This design comes from an exercise in tuning for small area on the open sky130 flow, not from production work.
Only simulation tests tie the RTL to the original design; equivalence was not proved.
No activity file was given, so power comes from the tool's default toggle rates.

==> 06-28 <==
// timecore_clock
module timecore_clock (
    input  wire       clk,
    input  wire       rst,           
    input  wire [4:0] seed_hours,    
    input  wire [5:0] seed_minutes,
    input  wire [5:0] seed_seconds,
    input  wire       tick_en,
    input  wire       raw_ih,        
    input  wire       raw_dh,
    input  wire       raw_im,
    input  wire       raw_dm,
    input  wire [7:0] editing,
    input  wire [7:0] dp_in,
    output wire [2:0] sel_idx,
    output wire [7:0] sel_onehot,
    output wire [6:0] seg,
    output wire       dp,
    output wire [4:0] hours,
    output wire [5:0] minutes,
    output wire [5:0] seconds
);
    localparam [14:0] T_INV = 15'b010101010101010;
    reg  [14:0] tq_r;
    wire [14:0] tq    = tq_r ^ T_INV;
    wire        t_z14 = ~|tq[13:0];
    wire        tick  = tick_en & t_z14 & tq[14];
    wire        t_fb  = tq[14] ^ tq[13] ^ t_z14;
    wire        t_run = tick_en & ~rst;
    always @(posedge clk)
        tq_r <= ({tq[13:0], t_fb} & {15{t_run}}) ^ T_INV;
    localparam [4:0] L_INV = 5'b01010;
    reg  [4:0] lo_r;
    wire [4:0] lo    = lo_r ^ L_INV;
    wire       l_z4  = ~|lo[3:0];
    wire       scan  = l_z4 & lo[4];
    wire       l_fb  = lo[4] ^ lo[2] ^ l_z4;
    reg  [9:0] hi;
    wire [9:0] hc;
    assign hc[0] = scan;
    genvar k;
    generate
        for (k = 1; k < 10; k = k + 1) begin : g_hc
            assign hc[k] = hc[k-1] & hi[k-1];
        end
    endgenerate
    always @(posedge clk) begin
        lo_r <= ({lo[3:0], l_fb} & {5{~rst}}) ^ L_INV;
        hi   <= (hi ^ hc) & {10{~rst}};
    end
    wire       blink = hi[9];
    wire [2:0] idx   = hi[2:0];
    localparam [9:0] D_INV = 10'b1010101010;
    wire [3:0] raw = {raw_dm, raw_im, raw_dh, raw_ih};
    reg  [3:0] s1_n, s2, prev;
    wire [3:0] edge_det = s2 & ~prev;
    always @(posedge clk) begin
        s1_n <= ~(raw & {4{~rst}});
        s2   <= ~s1_n & {4{~rst}};
        prev <= s2;
    end
    reg  [9:0] db_r [0:3];
    wire [3:0] pressed;
    genvar b;
    generate
        for (b = 0; b < 4; b = b + 1) begin : g_btn
  ...
==> module timecore_clock, before the edit <==
module timecore_clock (
    input  wire       clk,
    input  wire       rst,           
    input  wire [4:0] seed_hours,    
    input  wire [5:0] seed_minutes,
    input  wire [5:0] seed_seconds,
    input  wire       tick_en,
    input  wire       raw_ih,        
    input  wire       raw_dh,
    input  wire       raw_im,
    input  wire       raw_dm,
    input  wire [7:0] editing,
    input  wire [7:0] dp_in,
    output wire [2:0] sel_idx,
    output wire [7:0] sel_onehot,
    output wire [6:0] seg,
    output wire       dp,
    output wire [4:0] hours,
    output wire [5:0] minutes,
    output wire [5:0] seconds
);
    localparam [14:0] T_INV = 15'b010101010101010;
    reg  [14:0] tq_r;
    wire [14:0] tq    = tq_r ^ T_INV;
    wire        t_z14 = ~|tq[13:0];
    wire        tick  = tick_en & t_z14 & tq[14];
    wire        t_fb  = tq[14] ^ tq[13] ^ t_z14;
    wire        t_run = tick_en & ~rst;
    always @(posedge clk)
        tq_r <= ({tq[13:0], t_fb} & {15{t_run}}) ^ T_INV;
    localparam [4:0] L_INV = 5'b01010;
    reg  [4:0] lo_r;
    wire [4:0] lo    = lo_r ^ L_INV;
    wire       l_z4  = ~|lo[3:0];
    wire       scan  = l_z4 & lo[4];
    wire       l_fb  = lo[4] ^ lo[2] ^ l_z4;
    reg  [9:0] hi;
    wire [9:0] hc;
    assign hc[0] = scan;
    genvar k;
    generate
        for (k = 1; k < 10; k = k + 1) begin : g_hc
            assign hc[k] = hc[k-1] & hi[k-1];
        end
    endgenerate
    always @(posedge clk) begin
        lo_r <= ({lo[3:0], l_fb} & {5{~rst}}) ^ L_INV;
        hi   <= (hi ^ hc) & {10{~rst}};
    end
    wire       blink = hi[9];
    wire [2:0] idx   = hi[2:0];
    localparam [9:0] D_INV = 10'b1010101010;
    wire [3:0] raw = {raw_dm, raw_im, raw_dh, raw_ih};
    reg  [3:0] s1_n, s2, prev;
    wire [3:0] edge_det = s2 & ~prev;
    always @(posedge clk) begin
        s1_n <= ~(raw & {4{~rst}});
        s2   <= ~s1_n & {4{~rst}};
        prev <= s2;
    end
    reg  [9:0] db_r [0:3];
    wire [3:0] pressed;
    genvar b;
    generate
        for (b = 0; b < 4; b = b + 1) begin : g_btn
            wire [9:0] d  = db_r[b] ^ D_INV;
            wire       z9 = ~|d[8:0];
            wire       fb = d[9] ^ d[6] ^ (z9 & (d[9] | edge_det[b]));
            assign pressed[b] = z9 & d[9];
            always @(posedge clk)
                db_r[b] <= ({d[8:0], fb} & {10{~rst}}) ^ D_INV;
        end
    endgenerate
    wire p_ih = pressed[0];
    wire p_dh = pressed[1];
    wire p_im = pressed[2];
    wire p_dm = pressed[3];
    reg [4:0] h;
    reg [5:0] m;
    reg [5:0] s;
    wire       s59 = s[5] & s[4] & s[3] & s[1] & s[0];
    wire       sw  = tick & s59;
    wire [5:0] st;
    assign st[0] = tick;
    assign st[1] = st[0] & s[0];
    assign st[2] = st[1] & s[1];
    assign st[3] = st[2] & s[2];
    assign st[4] = st[3] & s[3];
    assign st[5] = st[4] & s[4];
    wire [5:0] s_n = (s ^ st) & ~{6{sw}};
    wire       m59 = m[5] & m[4] & m[3] & m[1] & m[0];
    wire       m0  = ~|m;
    wire       mu  = tick ? sw : p_im;
    wire       md  = ~tick & ~p_im & p_dm;
    wire [5:0] mt;
    assign mt[0] = mu | md;
    assign mt[1] = mu & m[0]         | md & ~m[0];
    assign mt[2] = mu & (&m[1:0])    | md & ~(|m[1:0]);
    assign mt[3] = mu & (&m[2:0])    | md & ~(|m[2:0]);
    assign mt[4] = mu & (&m[3:0])    | md & ~(|m[3:0]);
    assign mt[5] = mu & (&m[4:0])    | md & ~(|m[4:0]);
    wire       cu  = mu & m59;
    wire       cd  = md & m0;
    wire [5:0] m_n = cu ? 6'd0 : cd ? 6'd59 : (m ^ mt);
    function [4:0] ud24;
        input [4:0] x;
        input       u;
        input       d;
        reg   [4:0] t;
        begin
            t[0] = u | d;
            t[1] = u & x[0]      | d & ~x[0];
            t[2] = u & (&x[1:0]) | d & ~(|x[1:0]);
            t[3] = u & (&x[2:0]) | d & ~(|x[2:0]);
            t[4] = u & (&x[3:0]) | d & ~(|x[3:0]);
            ud24 = (u & x[4] & x[2] & x[1] & x[0]) ? 5'd0  :
                   (d & ~|x)                        ? 5'd23 : x ^ t;
        end
    endfunction
    wire       hu  = ~tick & p_ih;
    wire       hd  = ~tick & ~p_ih & p_dh;
    wire signed [6:0] hs = $signed({2'b00, h}) + $signed({{6{hd}}, hu | hd})
                         + $signed({{6{cd}}, cu | cd});
    wire [4:0] h_n = hs < 0   ? hs[4:0] + 5'd24 :
                     hs >= 24 ? hs[4:0] - 5'd24 : hs[4:0];
    always @(posedge clk) begin
        if (rst) begin
            h <= seed_hours;
            m <= seed_minutes;
            s <= seed_seconds;
        end else begin
            h <= h_n;
            m <= m_n;
            s <= s_n;
        end
    end
    assign hours   = h;
    assign minutes = m;
    assign seconds = s;
    wire [7:0] onehot = 8'b1 << idx;
    wire       blank  = |(onehot & editing) & ~blink;
    reg [5:0] v;
    always @(*) begin
        case (idx[2:1])
            2'd0:    v = s;
            2'd1:    v = m;
            2'd2:    v = {1'b0, h};
            default: v = 6'd0;
        endcase
    end
    wire [3:0] digit = idx[0] ? (v / 6'd10) : (v % 6'd10);
    reg  [6:0] pattern;
    always @(*) begin
        case (digit)
            4'd0:    pattern = 7'h3F;
            4'd1:    pattern = 7'h06;
            4'd2:    pattern = 7'h5B;
            4'd3:    pattern = 7'h4F;
            4'd4:    pattern = 7'h66;
            4'd5:    pattern = 7'h6D;
            4'd6:    pattern = 7'h7D;
            4'd7:    pattern = 7'h07;
            4'd8:    pattern = 7'h7F;
            default: pattern = 7'h6F;
        endcase
    end
    assign sel_idx    = idx;
    assign sel_onehot = onehot;
    assign seg        = blank ? 7'd0 : pattern;
    assign dp         = |(onehot & dp_in) & ~blank;
endmodule
export LEC_CHECK = 0
export ABC_AREA = 1
export CAP_MARGIN = 20
export CORE_MARGIN = 2
export CORE_UTILIZATION = 40
export PLACE_DENSITY = 0.6
export SLEW_MARGIN = 20
create_clock -name core_clock -period 10.0 [get_ports {clk}]
standard.sh (not shown) runs the stock make flow with config.mk's settings and CLKGATE_MAP_FILE= SYNTH_SCRIPT=/design/flow/synth_recipe.tcl, a recipe that flattens the netlist after the stock synthesis.
==> flow/flow/run.sh <==
#!/bin/bash
# Standard ORFS layout with: an area-oriented, multi-seed ABC mapping in
# synthesis (flow/synth.tcl), small (buf_1) port buffers, and no CTS dummy
# loads.
set -euo pipefail
W=$PWD
export FLOW_STD_SYNTH=$W/synth_recipe.tcl
export MY_ABC_SCRIPT=$W/flow/area.abc
export MY_ABC_SEEDS="1 2 3 4"
export MY_ABC_DIR=$W/abc_runs
mkdir -p "$MY_ABC_DIR"
export BUFFER_PORTS_ARGS="-buffer_cell sky130_fd_sc_hd__buf_1"
export CTS_ARGS="-sink_clustering_enable -repair_clock_nets -dont_use_dummy_load"
sed "s#SYNTH_SCRIPT=[^ ]*#SYNTH_SCRIPT=$W/flow/synth.tcl#" standard.sh > standard_own.sh
bash standard_own.sh > make_finish.log 2>&1
==> flow/flow/area.abc <==
strash
&get -n
&deepsyn -T 40 -S @SEED@
&put
strash
amap -m
==> flow/flow/synth.tcl <==
# The standard synthesis, with two changes to the combinational mapping:
#  * no half/full adder extraction before ABC, so ABC maps all the logic;
#  * ABC runs an area-oriented script (flow/area.abc: deep synthesis, then
#    area-only standard-cell mapping with amap) once per random seed in MY_ABC_SEEDS, and the
#    smallest mapped netlist is kept.
# Registers, names, flattening and renaming are those of the standard
# synthesis.
unset -nocomplain ::env(ADDER_MAP_FILE)
proc abc {args} {
  set i [lsearch -exact $args -script]
  set tpl [open $::env(MY_ABC_SCRIPT) r]
  set script [read $tpl]
  close $tpl
  set best -1
  yosys design -save my_pre_abc
  foreach seed $::env(MY_ABC_SEEDS) {
    yosys design -load my_pre_abc
    set f $::env(MY_ABC_DIR)/area_$seed.abc
    set o [open $f w]
    puts -nonewline $o [string map [list @SEED@ $seed] $script]
    close $o
    set a $args
    if {$i >= 0} { lset a [expr {$i + 1}] $f }
    yosys abc {*}$a
    yosys tee -q -o $::env(MY_ABC_DIR)/stat_$seed.txt stat -liberty [lindex $::env(LIB_FILES) 0]
    set s [open $::env(MY_ABC_DIR)/stat_$seed.txt r]
    set txt [read $s]
    close $s
    if {[regexp {Chip area for module '[^']*': ([0-9.]+)} $txt -> area]} {
      puts "MY_ABC seed $seed area $area"
      if {$best < 0 || $area < $best} {
        set best $area
        yosys design -save my_best_abc
      }
    }
  }
  puts "MY_ABC best area $best"
  yosys design -load my_best_abc
}
source $::env(FLOW_STD_SYNTH)
==> 03-22 (differences from 06-28) <==
--- a/flow/design.v
+++ b/flow/design.v
@@ -121,6 +121,4 @@
     wire       hd  = ~tick & ~p_ih & p_dh;
-    wire signed [6:0] hs = $signed({2'b00, h}) + $signed({{6{hd}}, hu | hd})
-                         + $signed({{6{cd}}, cu | cd});
-    wire [4:0] h_n = hs < 0   ? hs[4:0] + 5'd24 :
-                     hs >= 24 ? hs[4:0] - 5'd24 : hs[4:0];
+    wire [4:0] h1  = ud24(h, hu, hd);
+    wire [4:0] h_n = ud24(h1, cu, cd);
     always @(posedge clk) begin
==> flow/flow/run.sh (replaced) <==
#!/bin/bash
# Standard ORFS layout with: an area-oriented ABC script in synthesis,
# small (buf_1) port buffers, and no CTS dummy loads.
set -euo pipefail
W=$PWD
export FLOW_STD_SYNTH=$W/synth_recipe.tcl
export MY_ABC_SCRIPT=$W/flow/area.abc
export BUFFER_PORTS_ARGS="-buffer_cell sky130_fd_sc_hd__buf_1"
export CTS_ARGS="-sink_clustering_enable -repair_clock_nets -dont_use_dummy_load -buf_list \"sky130_fd_sc_hd__clkbuf_4 sky130_fd_sc_hd__clkbuf_8\" -sink_clustering_size 10 -sink_clustering_max_diameter 40"
sed "s#SYNTH_SCRIPT=[^ ]*#SYNTH_SCRIPT=$W/flow/synth.tcl#" standard.sh > standard_own.sh
bash standard_own.sh > make_finish.log 2>&1
==> flow/flow/area.abc (replaced) <==
strash
&get -n
&deepsyn -T 60
&put
strash
&get -n
&dch -f
&nf -R 1000
&put
==> flow/flow/synth.tcl (replaced) <==
# The standard synthesis, with ABC's mapping script replaced by
# flow/area.abc (an area-oriented script) and without the half/full adder
# extraction before it, so ABC maps all the logic. Registers, names,
# flattening and renaming are those of the standard synthesis.
unset -nocomplain ::env(ADDER_MAP_FILE)
proc abc {args} {
  set i [lsearch -exact $args -script]
  if {$i >= 0} {
    lset args [expr {$i + 1}] $::env(MY_ABC_SCRIPT)
  }
  yosys abc {*}$args
}
source $::env(FLOW_STD_SYNTH)
CORE_UTILIZATION = 60   (was 40)
PLACE_DENSITY = 0.75   (was 0.6)
==> 07-27 (differences from 06-28) <==
--- a/flow/design.v
+++ b/flow/design.v
@@ -121,6 +121,4 @@
     wire       hd  = ~tick & ~p_ih & p_dh;
-    wire signed [6:0] hs = $signed({2'b00, h}) + $signed({{6{hd}}, hu | hd})
-                         + $signed({{6{cd}}, cu | cd});
-    wire [4:0] h_n = hs < 0   ? hs[4:0] + 5'd24 :
-                     hs >= 24 ? hs[4:0] - 5'd24 : hs[4:0];
+    wire [4:0] h1  = ud24(h, hu, hd);
+    wire [4:0] h_n = ud24(h1, cu, cd);
     always @(posedge clk) begin
==> flow/flow/run.sh (replaced) <==
#!/bin/bash
# Standard ORFS layout with: an area-oriented ABC script in synthesis,
# small (buf_1) port buffers, and no CTS dummy loads.
set -euo pipefail
W=$PWD
export FLOW_STD_SYNTH=$W/synth_recipe.tcl
export MY_ABC_SCRIPT=$W/flow/area.abc
export BUFFER_PORTS_ARGS="-buffer_cell sky130_fd_sc_hd__buf_1"
export CTS_ARGS="-sink_clustering_enable -repair_clock_nets -dont_use_dummy_load -buf_list sky130_fd_sc_hd__clkbuf_8 -sink_clustering_size 25 -sink_clustering_max_diameter 100"
sed "s#SYNTH_SCRIPT=[^ ]*#SYNTH_SCRIPT=$W/flow/synth.tcl#" standard.sh > standard_own.sh
bash standard_own.sh > make_finish.log 2>&1
==> flow/flow/area.abc (replaced) <==
strash
&get -n
&deepsyn -T 60
&put
strash
&get -n
&dch -f
&nf -R 1000
&put
==> flow/flow/synth.tcl (replaced) <==
# The standard synthesis, with ABC's mapping script replaced by
# flow/area.abc (an area-oriented script) and without the half/full adder
# extraction before it, so ABC maps all the logic. Registers, names,
# flattening and renaming are those of the standard synthesis.
unset -nocomplain ::env(ADDER_MAP_FILE)
proc abc {args} {
  set i [lsearch -exact $args -script]
  if {$i >= 0} {
    lset args [expr {$i + 1}] $::env(MY_ABC_SCRIPT)
  }
  yosys abc {*}$args
}
source $::env(FLOW_STD_SYNTH)
CORE_UTILIZATION = 60   (was 40)
PLACE_DENSITY = 0.75   (was 0.6)
==> run notes <==
quantity	07-27	06-28	03-22
Run status	complete, no violations	complete, no violations	complete, no violations
Distinct cell type count of the synthesized netlist	43	41	43
Post-detailed-placement half-perimeter wirelength	6120 um	6460 um	6120 um
Total global routing track utilization	24.2%	18.2%	24.2%
Net switching component of the power	0.186 mW	0.182 mW	0.186 mW
Reported leakage power	1.74 nW	1.58 nW	1.74 nW
Initial Utilization	61.8%	40.5%	61.8%
Gp weighted congestion	0.887	0.840	0.887
R2R Setup Slk	6.26 ns	5.54 ns	6.26 ns
Design Area, Final	4410 um^2	4230 um^2	4410 um^2
Wire length of the first global-routing pass	14100 um	14400 um	14100 um
Timing-limited maximum frequency	146 MHz	161 MHz	146 MHz
Global routing usage on met3	7.20%	4.39%	7.20%
Depth of the worst register-to-register path	13	16	13
Wire length per cell after detailed routing	13.9 um	13.5 um	13.9 um
Cell-internal power	0.529 mW	0.519 mW	0.529 mW
Initial antenna violation count	0	1	0
DR iter-0 viols	209	196	209
Area of the mapped netlist	3930 um^2	3690 um^2	3930 um^2
Worst clock skew	0.0315 ns	0.0301 ns	0.0315 ns
WP data arrival	4.86 ns	4.22 ns	4.86 ns
Synthesized netlist net count	485	484	485

## afterwards: timing with drivers on the ports
In the flow no input, the clock included, has a driving cell. The finished layouts below were timed again as built, in two steps. Step 1, drivers: a clkbuf_16 drives clk and a buf_2 each remaining input, both assumed. Step 2 adds t to the input delays and takes it off the output delays; t is the mean of the earliest and latest rising clock arrival at the registers after step 1. Input paths then give back, and output paths get back, about the clock's delay inside the block. Slacks: ideal / step 1 / step 2; pairs: ideal / step 1.
run	shift t [ns]	setup WS [ns]	hold slack, ns
06-28	0.381	3.780 / 3.750 / 4.131	0.347 / 0.347 / 0.347
03-22	0.379	3.143 / 3.112 / 3.490	0.354 / 0.354 / 0.354
07-27	0.379	3.143 / 3.112 / 3.490	0.354 / 0.354 / 0.354
After both steps setup and hold are still met in every run listed.
